Context: an optimization exercise on an open-source flow, tuned for small area, a short achievable clock period and few clock cycles per item. The choices shown serve that exercise and are no tape-out recipe. Function was checked by simulation only, so behaviour that the tests miss may differ from the original. Power is estimated from default activity; no workload was simulated.

`flow/run.sh`:
```
#!/bin/bash
set -euo pipefail
bash standard.sh SETUP_SLACK_MARGIN=7 finish > standard_flow.log 2>&1
```
`standard.sh`:
```
#!/bin/bash
# synth_recipe.tcl (not shown) runs the flow's synth.tcl, then flattens the netlist and writes it again
# the make line also repeats each setting of config.mk as NAME=value (left out here)
make -C /OpenROAD-flow-scripts/flow DESIGN_CONFIG=/design/flow/config.mk WORK_HOME=/design/flow/orfs CLKGATE_MAP_FILE= SYNTH_SCRIPT=/design/flow/synth_recipe.tcl "${@:-finish}"
```
`config.mk`:
```
export PLATFORM = sky130hd
export DESIGN_NAME = vs23_quantizer
export DESIGN_NICKNAME = vs23_quantizer
export VERILOG_FILES = /design/flow/design.v
export SDC_FILE = /design/flow/constraint.sdc
export NUM_CORES = 4
export LEC_CHECK = 0
export CAP_MARGIN = 20
export CORE_MARGIN = 2
export CORE_UTILIZATION = 30
export SETUP_SLACK_MARGIN = 5
export SLEW_MARGIN = 20
export SYNTH_HIERARCHICAL = 1
export SYNTH_MEMORY_MAX_BITS = 16384
export SYNTH_MINIMUM_KEEP_SIZE = 0
```
`constraint.sdc`:
```
create_clock -name core_clock -period 10.0 [get_ports {clk}]
set_input_delay 2.0000 -clock core_clock [delete_from_list [all_inputs] [get_ports {clk}]]
set_output_delay 2.0000 -clock core_clock [all_outputs]
set_load 0.01 [all_outputs]
```
`design.v`:
```
module vs23_quantizer (
    input  wire        clk,
    input  wire        rst,         
    input  wire        in_valid,
    output wire        in_ready,
    input  wire [23:0] in_rgb,      
    output wire        out_valid,
    input  wire        out_ready,
    output wire [7:0]  out_code,
    output wire        out_hit      
);
    reg [23:0] q;
    reg        v1, v2, rdy;
    wire       acc = in_valid & rdy;
    wire [7:0] r = q[23:16];
    wire [7:0] g = q[15:8];
    wire [7:0] b = q[7:0];
    wire r_gt_g, g_gt_r, g_gt_b, b_gt_g, r_gt_b, b_gt_r;
    vs23_cmp u_cmp_rg (.x(r), .y(g), .gt(r_gt_g), .lt(g_gt_r));
    vs23_cmp u_cmp_gb (.x(g), .y(b), .gt(g_gt_b), .lt(b_gt_g));
    vs23_cmp u_cmp_rb (.x(r), .y(b), .gt(r_gt_b), .lt(b_gt_r));
    reg [3:0] sector;
    always @(*) begin
        if      (!b_gt_r && b_gt_g) sector = 4'd1;    
        else if (!g_gt_r && g_gt_b) sector = 4'd2;    
        else if (!r_gt_b && r_gt_g) sector = 4'd3;    
        else if (!g_gt_b && g_gt_r) sector = 4'd4;    
        else if (!r_gt_g && r_gt_b) sector = 4'd5;    
        else if (!b_gt_g && b_gt_r) sector = 4'd6;    
        else if (r_gt_g)            sector = 4'd7;
        else if (g_gt_r)            sector = 4'd8;
        else if (b_gt_r)            sector = 4'd9;
        else                        sector = 4'd0;
    end
    wire [15:0] lyA, lyB;
    vs23_luma_csa u_csa (.r(r), .g(g), .b(b), .a(lyA), .b2(lyB));
    wire [4:0] ly_g;
    wire [3:0] ly_p;
    vs23_luma_gp u_gp (.a(lyA), .b(lyB), .gq(ly_g), .pq(ly_p));
    wire [216:0] l;
    wire [255:0] mn;
    wire        hit, hit_d;
    wire [7:0]  pcode;
    wire [31:0] hn, wn;
    vs23_pre   u_pre   (.q(q), .hn(hn), .wn(wn));
    vs23_lines u_lines (.hn(hn), .wn(wn), .l(l));
    vs23_match u_match (.l(l), .mn(mn));
    vs23_enc   u_enc   (.mn(mn), .hit(hit), .hit_d(hit_d), .pcode(pcode));
    reg        s_hit, s_hit_d;
    reg [7:0]  s_pcode;
    reg [3:0]  s_sector;
    reg [4:0]  s_ly_g;
    reg [3:0]  s_ly_p;
    reg [2:0]  s_ly_a, s_ly_b;
    wire [3:0] luma4;
    vs23_luma_add u_add (.gq(s_ly_g), .pq(s_ly_p), .a(s_ly_a), .b(s_ly_b), .y(luma4));
    wire [8:0] res = {s_hit, s_hit_d ? s_pcode : {s_sector, luma4}};
    reg [8:0] e0;
    reg [8:0] e1;
    reg [8:0] e2;
    reg [8:0] e3;
    reg [3:0] f;    
    wire pop  = f[0] & out_ready;
    wire push = v2;
    wire [3:0] f_next = (pop & ~push) ? {1'b0, f[3:1]} :
                         (push & ~pop) ? {f[2:0], 1'b1} : f;
    wire [2:0] n_base = {2'b0, f[0]} + {2'b0, f[1]} + {2'b0, f[2]} + {2'b0, f[3]} + {2'b0, v2} + {2'b0, v1};
    wire rdy_nopop_noacc = n_base < 3'd4;
    wire rdy_nopop_acc   = n_base < 3'd3;
    wire rdy_pop_noacc   = n_base < 3'd5;
    wire rdy_pop_acc     = n_base < 3'd4;
    wire rdy_next = pop ? (acc ? rdy_pop_acc : rdy_pop_noacc)
                        : (acc ? rdy_nopop_acc : rdy_nopop_noacc);
    always @(posedge clk) begin
        q        <= in_rgb;
        s_hit    <= hit;
        s_hit_d  <= hit_d;
        s_pcode  <= pcode;
        s_sector <= sector;
        s_ly_g   <= ly_g;
        s_ly_p   <= ly_p;
        s_ly_a   <= lyA[14:12];
        s_ly_b   <= lyB[14:12];
        e0 <= pop ? (f[1] ? e1 : res) : (f[0] ? e0 : res);
        e1 <= pop ? (f[2] ? e2 : res) : (f[1] ? e1 : res);
        e2 <= pop ? (f[3] ? e3 : res) : (f[2] ? e2 : res);
        e3 <= pop ? (1'b0 ? res : res) : (f[3] ? e3 : res);
        if (rst) begin
            v1  <= 1'b0;
            v2  <= 1'b0;
            rdy <= 1'b1;
            f   <= 4'd0;
        end else begin
            v1  <= acc;
            v2  <= v1;
            rdy <= rdy_next;
            f   <= f_next;
        end
    end
    assign in_ready  = rdy;
    assign out_valid = f[0];
    assign out_code  = e0[7:0];
    assign out_hit   = e0[8];
endmodule
module vs23_luma_csa (
    input  wire [7:0]  r,
    input  wire [7:0]  g,
    input  wire [7:0]  b,
    output wire [15:0] a,
    output wire [15:0] b2
);
    wire t1;
    wire t2;
    assign t1 = r[0] ^ r[3];
    assign t2 = r[0] & r[3];
    wire t3;
    wire t4;
    vs23_fa u_fa4 (.a(r[1]), .b(r[4]), .c(r[5]), .s(t3), .co(t4));
    wire t5;
    wire t6;
    vs23_fa u_fa6 (.a(g[0]), .b(g[3]), .c(g[5]), .s(t5), .co(t6));
    wire t7;
    wire t8;
    vs23_fa u_fa8 (.a(r[2]), .b(r[5]), .c(r[6]), .s(t7), .co(t8));
    wire t9;
    wire t10;
    assign t9 = g[1] ^ g[4];
    assign t10 = g[1] & g[4];
    wire t11;
    wire t12;
    vs23_fa u_fa12 (.a(r[3]), .b(r[6]), .c(r[7]), .s(t11), .co(t12));
    wire t13;
    wire t14;
    assign t13 = r[0] ^ r[1];
    assign t14 = r[0] & r[1];
    wire t15;
    wire t16;
    vs23_fa u_fa16 (.a(r[1]), .b(r[2]), .c(g[0]), .s(t15), .co(t16));
    wire t17;
    wire t18;
    vs23_fa u_fa18 (.a(g[2]), .b(g[3]), .c(b[0]), .s(t17), .co(t18));
    wire t19;
    wire t20;
    vs23_fa u_fa20 (.a(r[2]), .b(r[3]), .c(g[1]), .s(t19), .co(t20));
    wire t21;
    wire t22;
    vs23_fa u_fa22 (.a(g[3]), .b(g[4]), .c(b[1]), .s(t21), .co(t22));
    wire t23;
    wire t24;
    assign t23 = b[2] ^ b[3];
    assign t24 = b[2] & b[3];
    wire t25;
    wire t26;
    vs23_fa u_fa26 (.a(r[4]), .b(g[2]), .c(g[4]), .s(t25), .co(t26));
    wire t27;
    wire t28;
    vs23_fa u_fa28 (.a(g[5]), .b(b[2]), .c(b[3]), .s(t27), .co(t28));
    wire t29;
    wire t30;
    vs23_fa u_fa30 (.a(b[4]), .b(b[6]), .c(t1), .s(t29), .co(t30));
    wire t31;
    wire t32;
    vs23_fa u_fa32 (.a(g[6]), .b(b[3]), .c(b[4]), .s(t31), .co(t32));
    wire t33;
    wire t34;
    assign t33 = ~(b[5] ^ b[7]);
    assign t34 = b[5] | b[7];
    wire t35;
    wire t36;
    vs23_fa u_fa36 (.a(t3), .b(t5), .c(t2), .s(t35), .co(t36));
    wire t37;
    wire t38;
    vs23_fa u_fa38 (.a(g[6]), .b(g[7]), .c(b[4]), .s(t37), .co(t38));
    wire t39;
    wire t40;
    vs23_fa u_fa40 (.a(b[5]), .b(b[6]), .c(t7), .s(t39), .co(t40));
    wire t41;
    wire t42;
    vs23_fa u_fa42 (.a(t9), .b(t4), .c(t6), .s(t41), .co(t42));
    wire t43;
    wire t44;
    vs23_fa u_fa44 (.a(g[2]), .b(g[5]), .c(g[7]), .s(t43), .co(t44));
    wire t45;
    wire t46;
    vs23_fa u_fa46 (.a(b[5]), .b(b[6]), .c(b[7]), .s(t45), .co(t46));
    wire t47;
    wire t48;
    vs23_fa u_fa48 (.a(t11), .b(t8), .c(t10), .s(t47), .co(t48));
    wire t49;
    wire t50;
    vs23_fa u_fa50 (.a(r[4]), .b(r[7]), .c(g[3]), .s(t49), .co(t50));
    wire t51;
    wire t52;
    vs23_fa u_fa52 (.a(g[6]), .b(b[6]), .c(b[7]), .s(t51), .co(t52));
    wire t53;
    wire t54;
    assign t53 = r[0] ^ g[0];
    assign t54 = r[0] & g[0];
    wire t55;
    wire t56;
    vs23_fa u_fa56 (.a(g[1]), .b(g[2]), .c(b[0]), .s(t55), .co(t56));
    wire t57;
    wire t58;
    assign t57 = b[1] ^ b[3];
    assign t58 = b[1] & b[3];
    wire t59;
    wire t60;
    vs23_fa u_fa60 (.a(b[1]), .b(b[2]), .c(b[4]), .s(t59), .co(t60));
    wire t61;
    wire t62;
    vs23_fa u_fa62 (.a(t15), .b(t17), .c(t14), .s(t61), .co(t62));
    wire t63;
    wire t64;
    vs23_fa u_fa64 (.a(b[5]), .b(t19), .c(t21), .s(t63), .co(t64));
    wire t65;
    wire t66;
    vs23_fa u_fa66 (.a(t23), .b(t16), .c(t18), .s(t65), .co(t66));
    wire t67;
    wire t68;
    vs23_fa u_fa68 (.a(t25), .b(t27), .c(t29), .s(t67), .co(t68));
    wire t69;
    wire t70;
    vs23_fa u_fa70 (.a(t20), .b(t22), .c(t24), .s(t69), .co(t70));
    wire t71;
    wire t72;
    vs23_fa u_fa72 (.a(t31), .b(t33), .c(t35), .s(t71), .co(t72));
    wire t73;
    wire t74;
    vs23_fa u_fa74 (.a(t26), .b(t28), .c(t30), .s(t73), .co(t74));
    wire t75;
    wire t76;
    vs23_fa u_fa76 (.a(t37), .b(t39), .c(t41), .s(t75), .co(t76));
    wire t77;
    wire t78;
    vs23_fa u_fa78 (.a(t32), .b(t34), .c(t36), .s(t77), .co(t78));
    wire t79;
    wire t80;
    vs23_fa u_fa80 (.a(t43), .b(t45), .c(t47), .s(t79), .co(t80));
    wire t81;
    wire t82;
    vs23_fa u_fa82 (.a(t38), .b(t40), .c(t42), .s(t81), .co(t82));
    wire t83;
    wire t84;
    vs23_fa u_fa84 (.a(t12), .b(t49), .c(t51), .s(t83), .co(t84));
    wire t85;
    wire t86;
    vs23_fa u_fa86 (.a(t44), .b(t46), .c(t48), .s(t85), .co(t86));
    wire t87;
    wire t88;
    vs23_fa u_fa88 (.a(r[5]), .b(g[4]), .c(g[7]), .s(t87), .co(t88));
    wire t89;
    wire t90;
    vs23_fa u_fa90 (.a(b[7]), .b(t50), .c(t52), .s(t89), .co(t90));
    wire t91;
    wire t92;
    assign t91 = g[1] ^ b[0];
    assign t92 = g[1] & b[0];
    wire t93;
    wire t94;
    vs23_fa u_fa94 (.a(t13), .b(t55), .c(t57), .s(t93), .co(t94));
    wire t95;
    wire t96;
    vs23_fa u_fa96 (.a(t59), .b(t61), .c(t56), .s(t95), .co(t96));
    wire t97;
    wire t98;
    vs23_fa u_fa98 (.a(t63), .b(t65), .c(t60), .s(t97), .co(t98));
    wire t99;
    wire t100;
    vs23_fa u_fa100 (.a(t67), .b(t69), .c(t64), .s(t99), .co(t100));
    wire t101;
    wire t102;
    vs23_fa u_fa102 (.a(t71), .b(t73), .c(t68), .s(t101), .co(t102));
    wire t103;
    wire t104;
    vs23_fa u_fa104 (.a(t75), .b(t77), .c(t72), .s(t103), .co(t104));
    wire t105;
    wire t106;
    vs23_fa u_fa106 (.a(t79), .b(t81), .c(t76), .s(t105), .co(t106));
    wire t107;
    wire t108;
    vs23_fa u_fa108 (.a(t83), .b(t85), .c(t80), .s(t107), .co(t108));
    wire t109;
    wire t110;
    vs23_fa u_fa110 (.a(t87), .b(t89), .c(t84), .s(t109), .co(t110));
    wire t111;
    wire t112;
    vs23_fa u_fa112 (.a(r[6]), .b(g[5]), .c(t88), .s(t111), .co(t112));
    wire t113;
    wire t114;
    assign t113 = b[2] ^ t53;
    assign t114 = b[2] & t53;
    wire t115;
    wire t116;
    vs23_fa u_fa116 (.a(t54), .b(t93), .c(t92), .s(t115), .co(t116));
    wire t117;
    wire t118;
    vs23_fa u_fa118 (.a(t58), .b(t95), .c(t94), .s(t117), .co(t118));
    wire t119;
    wire t120;
    vs23_fa u_fa120 (.a(t62), .b(t97), .c(t96), .s(t119), .co(t120));
    wire t121;
    wire t122;
    vs23_fa u_fa122 (.a(t66), .b(t99), .c(t98), .s(t121), .co(t122));
    wire t123;
    wire t124;
    vs23_fa u_fa124 (.a(t70), .b(t101), .c(t100), .s(t123), .co(t124));
    wire t125;
    wire t126;
    vs23_fa u_fa126 (.a(t74), .b(t103), .c(t102), .s(t125), .co(t126));
    wire t127;
    wire t128;
    vs23_fa u_fa128 (.a(t78), .b(t105), .c(t104), .s(t127), .co(t128));
    wire t129;
    wire t130;
    vs23_fa u_fa130 (.a(t82), .b(t107), .c(t106), .s(t129), .co(t130));
    wire t131;
    wire t132;
    vs23_fa u_fa132 (.a(t86), .b(t109), .c(t108), .s(t131), .co(t132));
    wire t133;
    wire t134;
    vs23_fa u_fa134 (.a(t90), .b(t111), .c(t110), .s(t133), .co(t134));
    wire t135;
    wire t136;
    vs23_fa u_fa136 (.a(r[7]), .b(g[6]), .c(t112), .s(t135), .co(t136));
    assign a  = {1'b0, g[7], t135, t133, t131, t129, t127, t125, t123, t121, t119, t117, t115, t91, g[0], 1'b0};
    assign b2 = {1'b0, t136, t134, t132, t130, t128, t126, t124, t122, t120, t118, t116, t114, t113, b[1], 1'b0};
endmodule
module vs23_luma_gp (
    input  wire [15:0] a,
    input  wire [15:0] b,
    output wire [4:0]  gq,
    output wire [3:0]  pq
);
    wire [11:0] gg = a[11:0] & b[11:0];
    wire [11:0] pp = a[11:0] | b[11:0];
    assign gq[0] = gg[3] | (pp[3] & (gg[2] | (pp[2] & gg[1])));
    genvar i;
    generate
        for (i = 0; i < 4; i = i + 1) begin : pr
            assign gq[i+1] = gg[2*i+5] | (pp[2*i+5] & gg[2*i+4]);
            assign pq[i]   = pp[2*i+5] & pp[2*i+4];
        end
    endgenerate
endmodule
module vs23_luma_add (
    input  wire [4:0] gq,
    input  wire [3:0] pq,
    input  wire [2:0] a,
    input  wire [2:0] b,
    output wire [3:0] y
);
    wire c12 = gq[4] | (pq[3] & (gq[3] | (pq[2] & (gq[2] | (pq[1] & (gq[1] | (pq[0] & gq[0])))))));
    assign y = {1'b0, a} + {1'b0, b} + {3'b0, c12};
endmodule
module vs23_cmp (
    input  wire [7:0] x,
    input  wire [7:0] y,
    output wire       gt,
    output wire       lt
);
    wire [7:0] g1 = x & ~y;
    wire [7:0] l1 = ~x & y;
    wire [3:0] g2, l2;
    wire [1:0] g4, l4;
    genvar i;
    generate
        for (i = 0; i < 4; i = i + 1) begin : lv2
            assign g2[i] = g1[2*i+1] | (~l1[2*i+1] & g1[2*i]);
            assign l2[i] = l1[2*i+1] | (~g1[2*i+1] & l1[2*i]);
        end
        for (i = 0; i < 2; i = i + 1) begin : lv4
            assign g4[i] = g2[2*i+1] | (~l2[2*i+1] & g2[2*i]);
            assign l4[i] = l2[2*i+1] | (~g2[2*i+1] & l2[2*i]);
        end
    endgenerate
    assign gt = g4[1] | (~l4[1] & g4[0]);
    assign lt = l4[1] | (~g4[1] & l4[0]);
endmodule
module vs23_fa (input wire a, input wire b, input wire c, output wire s, output wire co);
    assign s  = a ^ b ^ c;
    assign co = (a & b) | (a & c) | (b & c);
endmodule
module vs23_pre (input wire [23:0] q, output wire [31:0] hn, output wire [31:0] wn);
    wire [5:0] x0 = {q[23], q[11], q[10], q[8], q[2], q[1]};
    assign hn[7:0] = ~(8'd1 << x0[5:3]);
    assign wn[7:0] = ~(8'd1 << x0[2:0]);
    wire [5:0] x1 = {q[22], q[20], q[14], q[13], q[6], q[5]};
    assign hn[15:8] = ~(8'd1 << x1[5:3]);
    assign wn[15:8] = ~(8'd1 << x1[2:0]);
    wire [5:0] x2 = {q[21], q[19], q[15], q[12], q[7], q[3]};
    assign hn[23:16] = ~(8'd1 << x2[5:3]);
    assign wn[23:16] = ~(8'd1 << x2[2:0]);
    wire [5:0] x3 = {q[18], q[17], q[16], q[9], q[4], q[0]};
    assign hn[31:24] = ~(8'd1 << x3[5:3]);
    assign wn[31:24] = ~(8'd1 << x3[2:0]);
endmodule
module vs23_lines (input wire [31:0] hn, input wire [31:0] wn, output wire [216:0] l);
    assign l[0] = ~(hn[0] | wn[0]);    
    assign l[1] = ~(hn[0] | wn[1]);    
    assign l[2] = ~(hn[0] | wn[2]);    
    assign l[3] = ~(hn[0] | wn[3]);    
    assign l[4] = ~(hn[0] | wn[4]);    
    assign l[5] = ~(hn[0] | wn[5]);    
    assign l[6] = ~(hn[0] | wn[6]);    
    assign l[7] = ~(hn[1] | wn[0]);    
    assign l[8] = ~(hn[1] | wn[1]);    
    assign l[9] = ~(hn[1] | wn[2]);    
    assign l[10] = ~(hn[1] | wn[3]);    
    assign l[11] = ~(hn[1] | wn[4]);    
    assign l[12] = ~(hn[1] | wn[5]);    
    assign l[13] = ~(hn[1] | wn[6]);    
    assign l[14] = ~(hn[1] | wn[7]);    
    assign l[15] = ~(hn[2] | wn[1]);    
    assign l[16] = ~(hn[2] | wn[2]);    
    assign l[17] = ~(hn[2] | wn[3]);    
    assign l[18] = ~(hn[2] | wn[4]);    
    assign l[19] = ~(hn[2] | wn[5]);    
    assign l[20] = ~(hn[2] | wn[6]);    
    assign l[21] = ~(hn[2] | wn[7]);    
    assign l[22] = ~(hn[3] | wn[0]);    
    assign l[23] = ~(hn[3] | wn[2]);    
    assign l[24] = ~(hn[3] | wn[3]);    
    assign l[25] = ~(hn[3] | wn[4]);    
    assign l[26] = ~(hn[3] | wn[5]);    
    assign l[27] = ~(hn[3] | wn[6]);    
    assign l[28] = ~(hn[3] | wn[7]);    
    assign l[29] = ~(hn[4] | wn[0]);    
    assign l[30] = ~(hn[4] | wn[4]);    
    assign l[31] = ~(hn[4] | wn[5]);    
    assign l[32] = ~(hn[4] | wn[6]);    
    assign l[33] = ~(hn[4] | wn[7]);    
    assign l[34] = ~(hn[5] | wn[0]);    
    assign l[35] = ~(hn[5] | wn[1]);    
    assign l[36] = ~(hn[5] | wn[2]);    
    assign l[37] = ~(hn[5] | wn[3]);    
    assign l[38] = ~(hn[5] | wn[4]);    
    assign l[39] = ~(hn[5] | wn[5]);    
    assign l[40] = ~(hn[5] | wn[6]);    
    assign l[41] = ~(hn[5] | wn[7]);    
    assign l[42] = ~(hn[6] | wn[0]);    
    assign l[43] = ~(hn[6] | wn[1]);    
    assign l[44] = ~(hn[6] | wn[2]);    
    assign l[45] = ~(hn[6] | wn[3]);    
    assign l[46] = ~(hn[6] | wn[4]);    
    assign l[47] = ~(hn[6] | wn[5]);    
    assign l[48] = ~(hn[6] | wn[6]);    
    assign l[49] = ~(hn[6] | wn[7]);    
    assign l[50] = ~(hn[7] | wn[0]);    
    assign l[51] = ~(hn[7] | wn[1]);    
    assign l[52] = ~(hn[7] | wn[2]);    
    assign l[53] = ~(hn[7] | wn[3]);    
    assign l[54] = ~(hn[7] | wn[4]);    
    assign l[55] = ~(hn[7] | wn[5]);    
    assign l[56] = ~(hn[7] | wn[6]);    
    assign l[57] = ~(hn[7] | wn[7]);    
    assign l[58] = ~(hn[8] | wn[8]);    
    assign l[59] = ~(hn[8] | wn[9]);    
    assign l[60] = ~(hn[8] | wn[10]);    
    assign l[61] = ~(hn[8] | wn[11]);    
    assign l[62] = ~(hn[8] | wn[12]);    
    assign l[63] = ~(hn[8] | wn[13]);    
    assign l[64] = ~(hn[8] | wn[14]);    
    assign l[65] = ~(hn[8] | wn[15]);    
    assign l[66] = ~(hn[9] | wn[10]);    
    assign l[67] = ~(hn[9] | wn[11]);    
    assign l[68] = ~(hn[9] | wn[12]);    
    assign l[69] = ~(hn[9] | wn[13]);    
    assign l[70] = ~(hn[9] | wn[14]);    
    assign l[71] = ~(hn[9] | wn[15]);    
    assign l[72] = ~(hn[10] | wn[8]);    
    assign l[73] = ~(hn[10] | wn[9]);    
    assign l[74] = ~(hn[10] | wn[10]);    
    assign l[75] = ~(hn[10] | wn[11]);    
    assign l[76] = ~(hn[10] | wn[12]);    
    assign l[77] = ~(hn[10] | wn[13]);    
    assign l[78] = ~(hn[10] | wn[14]);    
    assign l[79] = ~(hn[10] | wn[15]);    
    assign l[80] = ~(hn[11] | wn[9]);    
    assign l[81] = ~(hn[11] | wn[12]);    
    assign l[82] = ~(hn[11] | wn[13]);    
    assign l[83] = ~(hn[11] | wn[14]);    
    assign l[84] = ~(hn[11] | wn[15]);    
    assign l[85] = ~(hn[12] | wn[8]);    
    assign l[86] = ~(hn[12] | wn[9]);    
    assign l[87] = ~(hn[12] | wn[10]);    
    assign l[88] = ~(hn[12] | wn[11]);    
    assign l[89] = ~(hn[12] | wn[12]);    
    assign l[90] = ~(hn[12] | wn[13]);    
    assign l[91] = ~(hn[12] | wn[14]);    
    assign l[92] = ~(hn[12] | wn[15]);    
    assign l[93] = ~(hn[13] | wn[8]);    
    assign l[94] = ~(hn[13] | wn[10]);    
    assign l[95] = ~(hn[13] | wn[11]);    
    assign l[96] = ~(hn[13] | wn[12]);    
    assign l[97] = ~(hn[13] | wn[13]);    
    assign l[98] = ~(hn[13] | wn[14]);    
    assign l[99] = ~(hn[13] | wn[15]);    
    assign l[100] = ~(hn[14] | wn[8]);    
    assign l[101] = ~(hn[14] | wn[10]);    
    assign l[102] = ~(hn[14] | wn[13]);    
    assign l[103] = ~(hn[15] | wn[8]);    
    assign l[104] = ~(hn[15] | wn[9]);    
    assign l[105] = ~(hn[15] | wn[10]);    
    assign l[106] = ~(hn[15] | wn[11]);    
    assign l[107] = ~(hn[15] | wn[15]);    
    assign l[108] = ~(hn[16] | wn[16]);    
    assign l[109] = ~(hn[16] | wn[17]);    
    assign l[110] = ~(hn[16] | wn[18]);    
    assign l[111] = ~(hn[16] | wn[19]);    
    assign l[112] = ~(hn[16] | wn[20]);    
    assign l[113] = ~(hn[16] | wn[21]);    
    assign l[114] = ~(hn[16] | wn[22]);    
    assign l[115] = ~(hn[16] | wn[23]);    
    assign l[116] = ~(hn[17] | wn[16]);    
    assign l[117] = ~(hn[17] | wn[17]);    
    assign l[118] = ~(hn[17] | wn[18]);    
    assign l[119] = ~(hn[17] | wn[19]);    
    assign l[120] = ~(hn[17] | wn[20]);    
    assign l[121] = ~(hn[17] | wn[21]);    
    assign l[122] = ~(hn[17] | wn[22]);    
    assign l[123] = ~(hn[17] | wn[23]);    
    assign l[124] = ~(hn[18] | wn[18]);    
    assign l[125] = ~(hn[18] | wn[20]);    
    assign l[126] = ~(hn[18] | wn[21]);    
    assign l[127] = ~(hn[19] | wn[17]);    
    assign l[128] = ~(hn[19] | wn[18]);    
    assign l[129] = ~(hn[19] | wn[19]);    
    assign l[130] = ~(hn[19] | wn[20]);    
    assign l[131] = ~(hn[19] | wn[21]);    
    assign l[132] = ~(hn[19] | wn[22]);    
    assign l[133] = ~(hn[19] | wn[23]);    
    assign l[134] = ~(hn[20] | wn[16]);    
    assign l[135] = ~(hn[20] | wn[18]);    
    assign l[136] = ~(hn[20] | wn[19]);    
    assign l[137] = ~(hn[20] | wn[20]);    
    assign l[138] = ~(hn[20] | wn[21]);    
    assign l[139] = ~(hn[20] | wn[22]);    
    assign l[140] = ~(hn[20] | wn[23]);    
    assign l[141] = ~(hn[21] | wn[16]);    
    assign l[142] = ~(hn[21] | wn[17]);    
    assign l[143] = ~(hn[21] | wn[18]);    
    assign l[144] = ~(hn[21] | wn[21]);    
    assign l[145] = ~(hn[21] | wn[22]);    
    assign l[146] = ~(hn[21] | wn[23]);    
    assign l[147] = ~(hn[22] | wn[16]);    
    assign l[148] = ~(hn[22] | wn[17]);    
    assign l[149] = ~(hn[22] | wn[18]);    
    assign l[150] = ~(hn[22] | wn[19]);    
    assign l[151] = ~(hn[22] | wn[20]);    
    assign l[152] = ~(hn[22] | wn[21]);    
    assign l[153] = ~(hn[22] | wn[22]);    
    assign l[154] = ~(hn[22] | wn[23]);    
    assign l[155] = ~(hn[23] | wn[17]);    
    assign l[156] = ~(hn[23] | wn[18]);    
    assign l[157] = ~(hn[23] | wn[19]);    
    assign l[158] = ~(hn[23] | wn[20]);    
    assign l[159] = ~(hn[23] | wn[21]);    
    assign l[160] = ~(hn[23] | wn[22]);    
    assign l[161] = ~(hn[23] | wn[23]);    
    assign l[162] = ~(hn[24] | wn[24]);    
    assign l[163] = ~(hn[24] | wn[25]);    
    assign l[164] = ~(hn[24] | wn[26]);    
    assign l[165] = ~(hn[24] | wn[27]);    
    assign l[166] = ~(hn[24] | wn[28]);    
    assign l[167] = ~(hn[24] | wn[29]);    
    assign l[168] = ~(hn[25] | wn[24]);    
    assign l[169] = ~(hn[25] | wn[25]);    
    assign l[170] = ~(hn[25] | wn[26]);    
    assign l[171] = ~(hn[25] | wn[27]);    
    assign l[172] = ~(hn[25] | wn[28]);    
    assign l[173] = ~(hn[25] | wn[29]);    
    assign l[174] = ~(hn[25] | wn[30]);    
    assign l[175] = ~(hn[25] | wn[31]);    
    assign l[176] = ~(hn[26] | wn[24]);    
    assign l[177] = ~(hn[26] | wn[25]);    
    assign l[178] = ~(hn[26] | wn[26]);    
    assign l[179] = ~(hn[26] | wn[27]);    
    assign l[180] = ~(hn[26] | wn[28]);    
    assign l[181] = ~(hn[26] | wn[29]);    
    assign l[182] = ~(hn[26] | wn[30]);    
    assign l[183] = ~(hn[26] | wn[31]);    
    assign l[184] = ~(hn[27] | wn[25]);    
    assign l[185] = ~(hn[27] | wn[27]);    
    assign l[186] = ~(hn[27] | wn[28]);    
    assign l[187] = ~(hn[27] | wn[29]);    
    assign l[188] = ~(hn[27] | wn[31]);    
    assign l[189] = ~(hn[28] | wn[24]);    
    assign l[190] = ~(hn[28] | wn[25]);    
    assign l[191] = ~(hn[28] | wn[26]);    
    assign l[192] = ~(hn[28] | wn[27]);    
    assign l[193] = ~(hn[28] | wn[28]);    
    assign l[194] = ~(hn[28] | wn[30]);    
    assign l[195] = ~(hn[28] | wn[31]);    
    assign l[196] = ~(hn[29] | wn[24]);    
    assign l[197] = ~(hn[29] | wn[25]);    
    assign l[198] = ~(hn[29] | wn[27]);    
    assign l[199] = ~(hn[29] | wn[28]);    
    assign l[200] = ~(hn[29] | wn[29]);    
    assign l[201] = ~(hn[29] | wn[30]);    
    assign l[202] = ~(hn[29] | wn[31]);    
    assign l[203] = ~(hn[30] | wn[25]);    
    assign l[204] = ~(hn[30] | wn[26]);    
    assign l[205] = ~(hn[30] | wn[27]);    
    assign l[206] = ~(hn[30] | wn[28]);    
    assign l[207] = ~(hn[30] | wn[29]);    
    assign l[208] = ~(hn[30] | wn[30]);    
    assign l[209] = ~(hn[30] | wn[31]);    
    assign l[210] = ~(hn[31] | wn[24]);    
    assign l[211] = ~(hn[31] | wn[26]);    
    assign l[212] = ~(hn[31] | wn[27]);    
    assign l[213] = ~(hn[31] | wn[28]);    
    assign l[214] = ~(hn[31] | wn[29]);    
    assign l[215] = ~(hn[31] | wn[30]);    
    assign l[216] = ~(hn[31] | wn[31]);    
endmodule
module vs23_match (input wire [216:0] l, output wire [255:0] mn);
    assign mn[0] = ~(l[0] & l[58] & l[108] & l[162]);    
    assign mn[1] = ~(l[2] & l[63] & l[116] & l[165]);    
    assign mn[2] = ~(l[19] & l[68] & l[116] & l[170]);    
    assign mn[3] = ~(l[18] & l[69] & l[121] & l[175]);    
    assign mn[4] = ~(l[14] & l[60] & l[113] & l[215]);    
    assign mn[5] = ~(l[17] & l[61] & l[114] & l[213]);    
    assign mn[6] = ~(l[3] & l[63] & l[129] & l[163]);    
    assign mn[7] = ~(l[8] & l[66] & l[126] & l[195]);    
    assign mn[8] = ~(l[16] & l[66] & l[127] & l[196]);    
    assign mn[9] = ~(l[13] & l[60] & l[124] & l[208]);    
    assign mn[10] = ~(l[4] & l[72] & l[112] & l[171]);    
    assign mn[11] = ~(l[24] & l[81] & l[112] & l[174]);    
    assign mn[12] = ~(l[28] & l[81] & l[112] & l[174]);    
    assign mn[13] = ~(l[28] & l[82] & l[112] & l[172]);    
    assign mn[14] = ~(l[28] & l[84] & l[112] & l[172]);    
    assign mn[15] = ~(l[26] & l[84] & l[113] & l[173]);    
    assign mn[16] = ~(l[1] & l[73] & l[116] & l[171]);    
    assign mn[17] = ~(l[0] & l[73] & l[117] & l[170]);    
    assign mn[18] = ~(l[2] & l[73] & l[117] & l[171]);    
    assign mn[19] = ~(l[8] & l[75] & l[109] & l[177]);    
    assign mn[20] = ~(l[12] & l[73] & l[108] & l[179]);    
    assign mn[21] = ~(l[12] & l[75] & l[108] & l[179]);    
    assign mn[22] = ~(l[10] & l[72] & l[111] & l[183]);    
    assign mn[23] = ~(l[10] & l[73] & l[111] & l[181]);    
    assign mn[24] = ~(l[14] & l[73] & l[111] & l[181]);    
    assign mn[25] = ~(l[14] & l[75] & l[111] & l[181]);    
    assign mn[26] = ~(l[12] & l[75] & l[110] & l[182]);    
    assign mn[27] = ~(l[16] & l[82] & l[110] & l[179]);    
    assign mn[28] = ~(l[27] & l[75] & l[123] & l[197]);    
    assign mn[29] = ~(l[8] & l[74] & l[111] & l[208]);    
    assign mn[30] = ~(l[11] & l[84] & l[121] & l[206]);    
    assign mn[31] = ~(l[9] & l[76] & l[127] & l[182]);    
    assign mn[32] = ~(l[1] & l[82] & l[132] & l[187]);    
    assign mn[33] = ~(l[0] & l[82] & l[133] & l[186]);    
    assign mn[34] = ~(l[4] & l[82] & l[133] & l[186]);    
    assign mn[35] = ~(l[5] & l[82] & l[133] & l[187]);    
    assign mn[36] = ~(l[10] & l[83] & l[132] & l[185]);    
    assign mn[37] = ~(l[14] & l[81] & l[130] & l[185]);    
    assign mn[38] = ~(l[14] & l[82] & l[130] & l[184]);    
    assign mn[39] = ~(l[14] & l[84] & l[130] & l[184]);    
    assign mn[40] = ~(l[1] & l[63] & l[134] & l[180]);    
    assign mn[41] = ~(l[11] & l[66] & l[137] & l[213]);    
    assign mn[42] = ~(l[28] & l[68] & l[145] & l[214]);    
    assign mn[43] = ~(l[26] & l[68] & l[146] & l[213]);    
    assign mn[44] = ~(l[27] & l[68] & l[146] & l[213]);    
    assign mn[45] = ~(l[28] & l[68] & l[146] & l[214]);    
    assign mn[46] = ~(l[3] & l[60] & l[147] & l[165]);    
    assign mn[47] = ~(l[0] & l[60] & l[148] & l[164]);    
    assign mn[48] = ~(l[0] & l[61] & l[148] & l[162]);    
    assign mn[49] = ~(l[0] & l[61] & l[148] & l[164]);    
    assign mn[50] = ~(l[21] & l[65] & l[154] & l[174]);    
    assign mn[51] = ~(l[21] & l[65] & l[154] & l[175]);    
    assign mn[52] = ~(l[25] & l[62] & l[151] & l[168]);    
    assign mn[53] = ~(l[23] & l[63] & l[152] & l[172]);    
    assign mn[54] = ~(l[23] & l[65] & l[153] & l[174]);    
    assign mn[55] = ~(l[24] & l[65] & l[153] & l[175]);    
    assign mn[56] = ~(l[25] & l[65] & l[154] & l[174]);    
    assign mn[57] = ~(l[26] & l[65] & l[154] & l[175]);    
    assign mn[58] = ~(l[18] & l[64] & l[160] & l[183]);    
    assign mn[59] = ~(l[3] & l[77] & l[138] & l[162]);    
    assign mn[60] = ~(l[5] & l[77] & l[137] & l[188]);    
    assign mn[61] = ~(l[9] & l[79] & l[138] & l[207]);    
    assign mn[62] = ~(l[10] & l[79] & l[138] & l[207]);    
    assign mn[63] = ~(l[7] & l[79] & l[137] & l[208]);    
    assign mn[64] = ~(l[9] & l[79] & l[137] & l[209]);    
    assign mn[65] = ~(l[13] & l[79] & l[137] & l[209]);    
    assign mn[66] = ~(l[12] & l[79] & l[138] & l[208]);    
    assign mn[67] = ~(l[15] & l[79] & l[138] & l[205]);    
    assign mn[68] = ~(l[19] & l[78] & l[137] & l[203]);    
    assign mn[69] = ~(l[19] & l[74] & l[146] & l[205]);    
    assign mn[70] = ~(l[21] & l[80] & l[161] & l[184]);    
    assign mn[71] = ~(l[11] & l[78] & l[155] & l[191]);    
    assign mn[72] = ~(l[7] & l[78] & l[155] & l[194]);    
    assign mn[73] = ~(l[7] & l[76] & l[157] & l[194]);    
    assign mn[74] = ~(l[7] & l[77] & l[157] & l[193]);    
    assign mn[75] = ~(l[7] & l[79] & l[157] & l[193]);    
    assign mn[76] = ~(l[11] & l[77] & l[156] & l[194]);    
    assign mn[77] = ~(l[12] & l[77] & l[156] & l[194]);    
    assign mn[78] = ~(l[15] & l[77] & l[156] & l[192]);    
    assign mn[79] = ~(l[17] & l[72] & l[148] & l[208]);    
    assign mn[80] = ~(l[16] & l[73] & l[150] & l[206]);    
    assign mn[81] = ~(l[0] & l[76] & l[154] & l[203]);    
    assign mn[82] = ~(l[9] & l[94] & l[108] & l[169]);    
    assign mn[83] = ~(l[11] & l[95] & l[108] & l[171]);    
    assign mn[84] = ~(l[11] & l[93] & l[110] & l[169]);    
    assign mn[85] = ~(l[12] & l[93] & l[110] & l[168]);    
    assign mn[86] = ~(l[13] & l[93] & l[110] & l[168]);    
    assign mn[87] = ~(l[9] & l[93] & l[110] & l[172]);    
    assign mn[88] = ~(l[7] & l[93] & l[111] & l[173]);    
    assign mn[89] = ~(l[11] & l[93] & l[111] & l[173]);    
    assign mn[90] = ~(l[5] & l[96] & l[119] & l[176]);    
    assign mn[91] = ~(l[1] & l[96] & l[119] & l[181]);    
    assign mn[92] = ~(l[6] & l[96] & l[119] & l[180]);    
    assign mn[93] = ~(l[4] & l[96] & l[118] & l[183]);    
    assign mn[94] = ~(l[9] & l[97] & l[119] & l[179]);    
    assign mn[95] = ~(l[10] & l[97] & l[119] & l[178]);    
    assign mn[96] = ~(l[10] & l[97] & l[119] & l[179]);    
    assign mn[97] = ~(l[7] & l[98] & l[118] & l[176]);    
    assign mn[98] = ~(l[9] & l[94] & l[108] & l[189]);    
    assign mn[99] = ~(l[18] & l[89] & l[117] & l[190]);    
    assign mn[100] = ~(l[23] & l[88] & l[121] & l[200]);    
    assign mn[101] = ~(l[19] & l[92] & l[115] & l[208]);    
    assign mn[102] = ~(l[19] & l[88] & l[117] & l[205]);    
    assign mn[103] = ~(l[6] & l[85] & l[120] & l[204]);    
    assign mn[104] = ~(l[27] & l[95] & l[120] & l[213]);    
    assign mn[105] = ~(l[17] & l[91] & l[133] & l[163]);    
    assign mn[106] = ~(l[5] & l[99] & l[130] & l[198]);    
    assign mn[107] = ~(l[20] & l[103] & l[121] & l[181]);    
    assign mn[108] = ~(l[20] & l[105] & l[122] & l[183]);    
    assign mn[109] = ~(l[23] & l[105] & l[122] & l[179]);    
    assign mn[110] = ~(l[27] & l[103] & l[123] & l[179]);    
    assign mn[111] = ~(l[22] & l[105] & l[123] & l[181]);    
    assign mn[112] = ~(l[25] & l[103] & l[121] & l[181]);    
    assign mn[113] = ~(l[26] & l[103] & l[121] & l[180]);    
    assign mn[114] = ~(l[26] & l[103] & l[121] & l[182]);    
    assign mn[115] = ~(l[18] & l[104] & l[118] & l[187]);    
    assign mn[116] = ~(l[13] & l[105] & l[112] & l[198]);    
    assign mn[117] = ~(l[8] & l[101] & l[126] & l[171]);    
    assign mn[118] = ~(l[9] & l[101] & l[132] & l[182]);    
    assign mn[119] = ~(l[28] & l[107] & l[129] & l[180]);    
    assign mn[120] = ~(l[7] & l[97] & l[138] & l[178]);    
    assign mn[121] = ~(l[11] & l[97] & l[138] & l[179]);    
    assign mn[122] = ~(l[8] & l[97] & l[138] & l[182]);    
    assign mn[123] = ~(l[12] & l[97] & l[138] & l[183]);    
    assign mn[124] = ~(l[11] & l[98] & l[137] & l[180]);    
    assign mn[125] = ~(l[11] & l[96] & l[139] & l[180]);    
    assign mn[126] = ~(l[12] & l[96] & l[139] & l[181]);    
    assign mn[127] = ~(l[16] & l[96] & l[139] & l[176]);    
    assign mn[128] = ~(l[10] & l[99] & l[134] & l[206]);    
    assign mn[129] = ~(l[10] & l[91] & l[150] & l[177]);    
    assign mn[130] = ~(l[27] & l[85] & l[161] & l[176]);    
    assign mn[131] = ~(l[0] & l[98] & l[160] & l[190]);    
    assign mn[132] = ~(l[2] & l[97] & l[160] & l[215]);    
    assign mn[133] = ~(l[6] & l[102] & l[141] & l[198]);    
    assign mn[134] = ~(l[14] & l[107] & l[137] & l[216]);    
    assign mn[135] = ~(l[17] & l[104] & l[152] & l[165]);    
    assign mn[136] = ~(l[22] & l[101] & l[155] & l[182]);    
    assign mn[137] = ~(l[14] & l[100] & l[148] & l[216]);    
    assign mn[138] = ~(l[9] & l[105] & l[149] & l[211]);    
    assign mn[139] = ~(l[29] & l[67] & l[108] & l[164]);    
    assign mn[140] = ~(l[54] & l[71] & l[115] & l[193]);    
    assign mn[141] = ~(l[44] & l[69] & l[123] & l[203]);    
    assign mn[142] = ~(l[44] & l[71] & l[123] & l[203]);    
    assign mn[143] = ~(l[42] & l[71] & l[122] & l[204]);    
    assign mn[144] = ~(l[46] & l[69] & l[120] & l[204]);    
    assign mn[145] = ~(l[46] & l[71] & l[120] & l[204]);    
    assign mn[146] = ~(l[48] & l[71] & l[120] & l[205]);    
    assign mn[147] = ~(l[47] & l[71] & l[121] & l[204]);    
    assign mn[148] = ~(l[43] & l[71] & l[121] & l[209]);    
    assign mn[149] = ~(l[30] & l[71] & l[114] & l[212]);    
    assign mn[150] = ~(l[42] & l[58] & l[129] & l[162]);    
    assign mn[151] = ~(l[31] & l[69] & l[126] & l[196]);    
    assign mn[152] = ~(l[44] & l[67] & l[131] & l[208]);    
    assign mn[153] = ~(l[36] & l[61] & l[127] & l[214]);    
    assign mn[154] = ~(l[32] & l[80] & l[113] & l[187]);    
    assign mn[155] = ~(l[57] & l[80] & l[128] & l[166]);    
    assign mn[156] = ~(l[46] & l[72] & l[133] & l[171]);    
    assign mn[157] = ~(l[42] & l[72] & l[124] & l[196]);    
    assign mn[158] = ~(l[31] & l[82] & l[130] & l[202]);    
    assign mn[159] = ~(l[37] & l[83] & l[131] & l[198]);    
    assign mn[160] = ~(l[39] & l[81] & l[133] & l[197]);    
    assign mn[161] = ~(l[35] & l[81] & l[133] & l[200]);    
    assign mn[162] = ~(l[39] & l[81] & l[133] & l[200]);    
    assign mn[163] = ~(l[43] & l[83] & l[130] & l[198]);    
    assign mn[164] = ~(l[43] & l[84] & l[130] & l[197]);    
    assign mn[165] = ~(l[44] & l[84] & l[130] & l[196]);    
    assign mn[166] = ~(l[57] & l[77] & l[133] & l[210]);    
    assign mn[167] = ~(l[37] & l[68] & l[136] & l[167]);    
    assign mn[168] = ~(l[42] & l[61] & l[142] & l[172]);    
    assign mn[169] = ~(l[46] & l[61] & l[142] & l[172]);    
    assign mn[170] = ~(l[50] & l[61] & l[142] & l[168]);    
    assign mn[171] = ~(l[51] & l[61] & l[142] & l[169]);    
    assign mn[172] = ~(l[53] & l[61] & l[142] & l[168]);    
    assign mn[173] = ~(l[57] & l[61] & l[142] & l[168]);    
    assign mn[174] = ~(l[54] & l[61] & l[141] & l[171]);    
    assign mn[175] = ~(l[51] & l[61] & l[141] & l[174]);    
    assign mn[176] = ~(l[56] & l[67] & l[143] & l[171]);    
    assign mn[177] = ~(l[37] & l[69] & l[146] & l[170]);    
    assign mn[178] = ~(l[44] & l[65] & l[135] & l[211]);    
    assign mn[179] = ~(l[45] & l[65] & l[135] & l[211]);    
    assign mn[180] = ~(l[42] & l[65] & l[136] & l[211]);    
    assign mn[181] = ~(l[42] & l[65] & l[136] & l[212]);    
    assign mn[182] = ~(l[43] & l[65] & l[136] & l[211]);    
    assign mn[183] = ~(l[47] & l[65] & l[136] & l[212]);    
    assign mn[184] = ~(l[43] & l[64] & l[135] & l[214]);    
    assign mn[185] = ~(l[48] & l[64] & l[135] & l[213]);    
    assign mn[186] = ~(l[47] & l[64] & l[151] & l[166]);    
    assign mn[187] = ~(l[33] & l[70] & l[147] & l[168]);    
    assign mn[188] = ~(l[36] & l[69] & l[149] & l[177]);    
    assign mn[189] = ~(l[43] & l[63] & l[157] & l[180]);    
    assign mn[190] = ~(l[37] & l[66] & l[157] & l[179]);    
    assign mn[191] = ~(l[37] & l[71] & l[153] & l[186]);    
    assign mn[192] = ~(l[42] & l[59] & l[155] & l[200]);    
    assign mn[193] = ~(l[57] & l[70] & l[148] & l[205]);    
    assign mn[194] = ~(l[44] & l[77] & l[137] & l[176]);    
    assign mn[195] = ~(l[47] & l[83] & l[134] & l[179]);    
    assign mn[196] = ~(l[51] & l[75] & l[145] & l[180]);    
    assign mn[197] = ~(l[35] & l[76] & l[134] & l[214]);    
    assign mn[198] = ~(l[57] & l[77] & l[160] & l[171]);    
    assign mn[199] = ~(l[47] & l[77] & l[161] & l[188]);    
    assign mn[200] = ~(l[31] & l[74] & l[148] & l[189]);    
    assign mn[201] = ~(l[40] & l[72] & l[152] & l[192]);    
    assign mn[202] = ~(l[45] & l[72] & l[155] & l[202]);    
    assign mn[203] = ~(l[41] & l[85] & l[114] & l[170]);    
    assign mn[204] = ~(l[52] & l[96] & l[118] & l[169]);    
    assign mn[205] = ~(l[49] & l[92] & l[108] & l[193]);    
    assign mn[206] = ~(l[53] & l[92] & l[108] & l[189]);    
    assign mn[207] = ~(l[53] & l[90] & l[110] & l[189]);    
    assign mn[208] = ~(l[53] & l[90] & l[110] & l[191]);    
    assign mn[209] = ~(l[50] & l[90] & l[111] & l[191]);    
    assign mn[210] = ~(l[50] & l[90] & l[111] & l[192]);    
    assign mn[211] = ~(l[56] & l[92] & l[110] & l[190]);    
    assign mn[212] = ~(l[54] & l[92] & l[111] & l[189]);    
    assign mn[213] = ~(l[57] & l[91] & l[120] & l[201]);    
    assign mn[214] = ~(l[50] & l[94] & l[109] & l[209]);    
    assign mn[215] = ~(l[51] & l[86] & l[126] & l[177]);    
    assign mn[216] = ~(l[51] & l[87] & l[130] & l[177]);    
    assign mn[217] = ~(l[37] & l[93] & l[125] & l[187]);    
    assign mn[218] = ~(l[31] & l[93] & l[127] & l[186]);    
    assign mn[219] = ~(l[52] & l[94] & l[129] & l[189]);    
    assign mn[220] = ~(l[43] & l[98] & l[130] & l[208]);    
    assign mn[221] = ~(l[41] & l[93] & l[126] & l[211]);    
    assign mn[222] = ~(l[49] & l[104] & l[123] & l[164]);    
    assign mn[223] = ~(l[49] & l[104] & l[123] & l[165]);    
    assign mn[224] = ~(l[45] & l[103] & l[122] & l[167]);    
    assign mn[225] = ~(l[49] & l[105] & l[121] & l[167]);    
    assign mn[226] = ~(l[53] & l[105] & l[121] & l[163]);    
    assign mn[227] = ~(l[53] & l[105] & l[121] & l[165]);    
    assign mn[228] = ~(l[51] & l[106] & l[120] & l[162]);    
    assign mn[229] = ~(l[55] & l[106] & l[120] & l[163]);    
    assign mn[230] = ~(l[41] & l[104] & l[116] & l[191]);    
    assign mn[231] = ~(l[52] & l[101] & l[127] & l[162]);    
    assign mn[232] = ~(l[38] & l[100] & l[126] & l[199]);    
    assign mn[233] = ~(l[56] & l[105] & l[133] & l[198]);    
    assign mn[234] = ~(l[54] & l[94] & l[140] & l[172]);    
    assign mn[235] = ~(l[50] & l[88] & l[140] & l[186]);    
    assign mn[236] = ~(l[56] & l[95] & l[139] & l[194]);    
    assign mn[237] = ~(l[31] & l[99] & l[143] & l[190]);    
    assign mn[238] = ~(l[46] & l[88] & l[134] & l[197]);    
    assign mn[239] = ~(l[34] & l[99] & l[144] & l[202]);    
    assign mn[240] = ~(l[54] & l[88] & l[158] & l[170]);    
    assign mn[241] = ~(l[50] & l[86] & l[159] & l[174]);    
    assign mn[242] = ~(l[51] & l[86] & l[159] & l[174]);    
    assign mn[243] = ~(l[53] & l[86] & l[159] & l[175]);    
    assign mn[244] = ~(l[50] & l[87] & l[158] & l[172]);    
    assign mn[245] = ~(l[51] & l[87] & l[158] & l[172]);    
    assign mn[246] = ~(l[53] & l[87] & l[158] & l[173]);    
    assign mn[247] = ~(l[51] & l[87] & l[159] & l[172]);    
    assign mn[248] = ~(l[44] & l[93] & l[158] & l[182]);    
    assign mn[249] = ~(l[53] & l[99] & l[157] & l[206]);    
    assign mn[250] = ~(l[48] & l[86] & l[149] & l[212]);    
    assign mn[251] = ~(l[38] & l[106] & l[135] & l[202]);    
    assign mn[252] = ~(l[53] & l[102] & l[152] & l[178]);    
    assign mn[253] = ~(l[44] & l[102] & l[156] & l[208]);    
    assign mn[254] = ~(l[53] & l[106] & l[147] & l[215]);    
    assign mn[255] = ~(l[57] & l[107] & l[161] & l[216]);    
endmodule
module vs23_enc (input wire [255:0] mn, output wire hit, output wire hit_d, output wire [7:0] pcode);
    wire hit_s = ~&(mn | ~256'h8200020008000080200000009041004900140004000000001040010000000401);
    assign hit_d = ~&(mn | ~256'h7dfffdfff7ffff7fdfffffff6fbeffb6ffebfffbffffffffefbffefffffffbfe);
    assign hit = hit_d | hit_s;
    assign pcode[0] = ~&(mn | ~256'h34a31169173f525c8d140ade008817a63d0812eb1f6a55076885fcb5304ab354);
    assign pcode[1] = &(mn | ~256'h0054a801b35f0f479ce5d1cd25244c9499e39ef9a072a30922ab04416e430a20);
    assign pcode[2] = ~&(mn | ~256'h192344f9859b3475d0184e622d0c1c2496e031d0a10cd439698e82059acb817c);
    assign pcode[3] = &(mn | ~256'h5018fd689512b87e8637252105048b90070be4b2544e93d94c208637f59293c8);
    assign pcode[4] = &(mn | ~256'h09d9bc261098f03d5c79670a6f30c6825ea3d938aa7e1f66051388c86f62810c);
    assign pcode[5] = &(mn | ~256'h00b0208c0241fb045aa3044f03960032fde8d93a52a64eeaee15c07e00453b6a);
    assign pcode[6] = ~&(mn | ~256'h25e4e18e7431017100c943336824712254c922909f0ed98e0b8fd0487255ba0a);
    assign pcode[7] = &(mn | ~256'h5110b01fb03c3c0a9142f902602ae404f6c19e191122fa1401942c55cec38950);
endmodule
```
==> impl_results.md <==
* Post-Syn Area per Cell at about 7.6 um^2
* Initial antenna violation count at 8
* DRT iter0 DRCs at 2,695
* CTS tree: done
* Vias at 14,269
* Final cycle utilization of the critical path at 33.0%
* Yosys warns at 7
* Cells after Synth at 1,363
* CTS max path bufs at 2
* Fmax at 303 MHz
* Clk root buf: clkbuf_16
* RR Startpoint: q[0]$_DFF_P_
* DRC at 0
* Clock buffer count from CTS at 9
* Chip width at between 150 and 200 um
* Placed Cells at 1,809
* Final nets at 1,586
* Setup repair after global routing missed its margin: true
* Worst Setup Start Kind: flip-flop
* Total wire length at a little over 80,000 um
* Peak supply drop at 227 uV
* Core area at ~34,000 um^2
* Die Y at 190 um
* DR vias/cell at 7.34
* Dpl cell area at 11,100 um^2
* Post-Syn Nets at 1,469
* CTS Sinks at 96
* Slew HR at 30.9%
* Vias in the first global route at between 10,000 and 15,000
* Max incr delay on CP at approximately 630 ps
* Synthesized area at 10,400 um^2
* Initial Util at between 30 and 40%
* Area delta synth->final at 24.7%
* Hold Path Stages at 1
* Wire per inst at between 40 and 50 um
* RD Place Congestion at 1.25
* Final Skew at 10.9 ps
* First-pass GRT wire length at 111,000 um
* Hold Startpoint: v1$_SDFF_PP0_
* Post-Layout Cell Count at 1,944
* Pwr dens at 129 nW/um^2
* Worst reg-to-reg setup slack at 6700 ps
* Crit path kind: flip-flop to flip-flop
* Crit path max-delay family: simple AND/OR/NAND/NOR gates
* Bufs and invs on worst path at 0
* Die area at 36,200 um^2
* Share of post-route cells with drive strength above 1 at 24.4%
* Clock slew at reported path FFs at 80 ps
* P_leak at 5.31 nW
* Critical path's slowest cell: nor2_1
* Setup violators final at 0
* Largest net degree at the start of global routing at 24
* Clock latency on the worst-skew pair at 370 ps
* Max_cap viols at 0
* Crit path cell chain: or3b_1 > nor2_1 > nand4_1 > nand2_1 > nor3_1 > nand3_1 > nand4b_1 > nor4_1
* Total GRT Usage at approximately 45%
* Max FO, Critical Path at 15
* Final Hold Viols at 0
* Detail Route Antenna Nets at 0
* Hold Path End: v2$_SDFF_PP0_
* Grt total ovfl at 0
* Setup WS post-layout at around 6700 ps
* Setup crit end kind: flip-flop
* Num rows at 68
* First-pass DRT Iterations at 11
* Post-DP HPWL at 64,000 um
* Reg2reg end: s_pcode[3]$_DFF_P_
* Reg2reg path depth at 8
* Status: no timing/DRC/antenna violations
* Final setup TNS at 0 ps
* Least-Margin Pin Slew at 1030 ps
* Data arrival, critical path at between 3000 and 4000 ps
* Critical Path RT at 10,240 ps
* Design area at 13,000 um^2
* Final Slew Violations at 0
* Setup WS pre-CTS at roughly 6000 ps
* HP Class: flip-flop to flip-flop
* Crit path time final at 3300 ps
* Port Buffers at 38
* H-tree levels at 3
* IO Pins at 39
==> worst reg2reg max path, stage by stage, from the launching register on <==
cell and delay (ps):
dfxtp_2 540, or3b_1 540, nor2_1 630, nand4_1 450
nand2_1 420, nor3_1 170, nand3_1 200, nand4b_1 140
nor4_1 90
==> per-stage QoR <==
stage | total power, mW | hold slack [ps] | util, %
after floorplan | 1.12 | 426 | -
after global placement | 1.22 | 459 | 32.2
after detailed placement | 1.25 | 467 | 32.2
after CTS | 1.65 | 486 | 35.5
after global routing | 1.79 | 503 | 37.8
final | 1.67 | 480 | 37.8
==> placed cells by master, fill, tap and decap left out, types with 26 or more instances in the layout <==
| master | instances |
|---|---|
| fa_1 | 56 |
| clkdlybuf4s50_1 | 26 |
| inv_1 | 29 |
| dfxtp_1 | 63 |
| nand2_1 | 62 |
| buf_4 | 139 |
| nand4_1 | 342 |
| nand3_1 | 54 |
| nor2_2 | 36 |
| nor2_1 | 228 |
==> report_power, final <==
part | switching, mW | internal (mW) | total [mW]
Sequential | 0.0551 | 0.486 | 0.541
Combinational | 0.423 | 0.345 | 0.768
Clock | 0.184 | 0.181 | 0.365
Total | 0.662 | 1.01 | 1.67
==> per-layer routing <==
layer / vias up / routed length, um / track usage (%)
met4: 6 / 8180 / 30.9
met3: 504 / 12800 / 24.8
li1: 5424 / - / -
met2: 1405 / 31500 / 62.0
met1: 6930 / 30300 / 53.8
met5: - / 36 / 0
==> worst max-delay path by stage <==
stage | startpoint | endpoint | slack [ps] | depth (start not counted)
2_1_floorplan | q[20]$_DFF_P_ | s_ly_p[1]$_DFF_P_ | 6780 | 7
3_3_place_gp | out_ready | f[2]$_SDFFE_PP0P_ | 5950 | 7
3_5_place_dp | out_ready | f[1]$_SDFFE_PP0P_ | 5900 | 7
4_1_cts | q[11]$_DFF_P_ | s_ly_p[1]$_DFF_P_ | 6790 | 6
5_1_grt | q[18]$_DFF_P_ | s_ly_g[3]$_DFF_P_ | 6750 | 7
6_report | q[0]$_DFF_P_ | s_pcode[3]$_DFF_P_ | 6700 | 8
==> final cells by class <==
cell class,count,area [um^2]
clock inverter,7,91.3
clock buffer,9,225
tap,455,569
antenna,4,10.0
inverter,34,135
timing repair buffer,199,1750
multi-input combinational,1140,8120
sequential,96,2090
fill,3659,21400
==> state kept, by name (all words and copies together), names as in the netlist, 3 cells and up <==
| name | flops |
|---|---|
| e2 | 9 |
| s_ly_p | 4 |
| s_ly_b | 3 |
| e3 | 9 |
| q | 24 |
| s_sector | 4 |
| s_ly_g | 5 |
| e1 | 9 |
| s_ly_a | 3 |
| s_pcode | 8 |
| e0 | 9 |
| f | 4 |
==> what timing repair did <==
| item | 4_1_cts | 5_1_grt |
|---|---|---|
| gates cloned | 1 | 0 |
| pin swaps | 34 | 40 |
| hold buffers | 0 | 0 |
| buffers inserted | 59 | 55 |
| setup endpoints to repair | 58 | 29 |
| resized for setup | 119 | 79 |
Testbench counts, summed over its fixed seeds: cycles 4,824, items 4,800.

re-timing with driven ports:
How much do the figures lean on ideal ports? The routed layout below was timed once more, with nothing changed but the port constraints.
Step 1 assumes that a clkbuf_16 drives the clock port and a buf_2 every other input.
Step 2 times the ports against the registers' clock, not the clock port: input delays grow and output delays shrink by t, the midpoint of the rising clock arrivals with the driver on.
a / b / c = no drivers / after step 1 / after step 2; a / b = the first two.
t, ns: 0.415
slack for setup (ns): 6.699 / 6.699 / 6.699
worst setup path after step 2: register to register
worst register clock-pin slew, ns: 0.08 / 0.08
After both steps this run still meets setup and hold. The setup slack of this run moves by 0.000 ns with the drivers and by 0.000 ns with both steps.
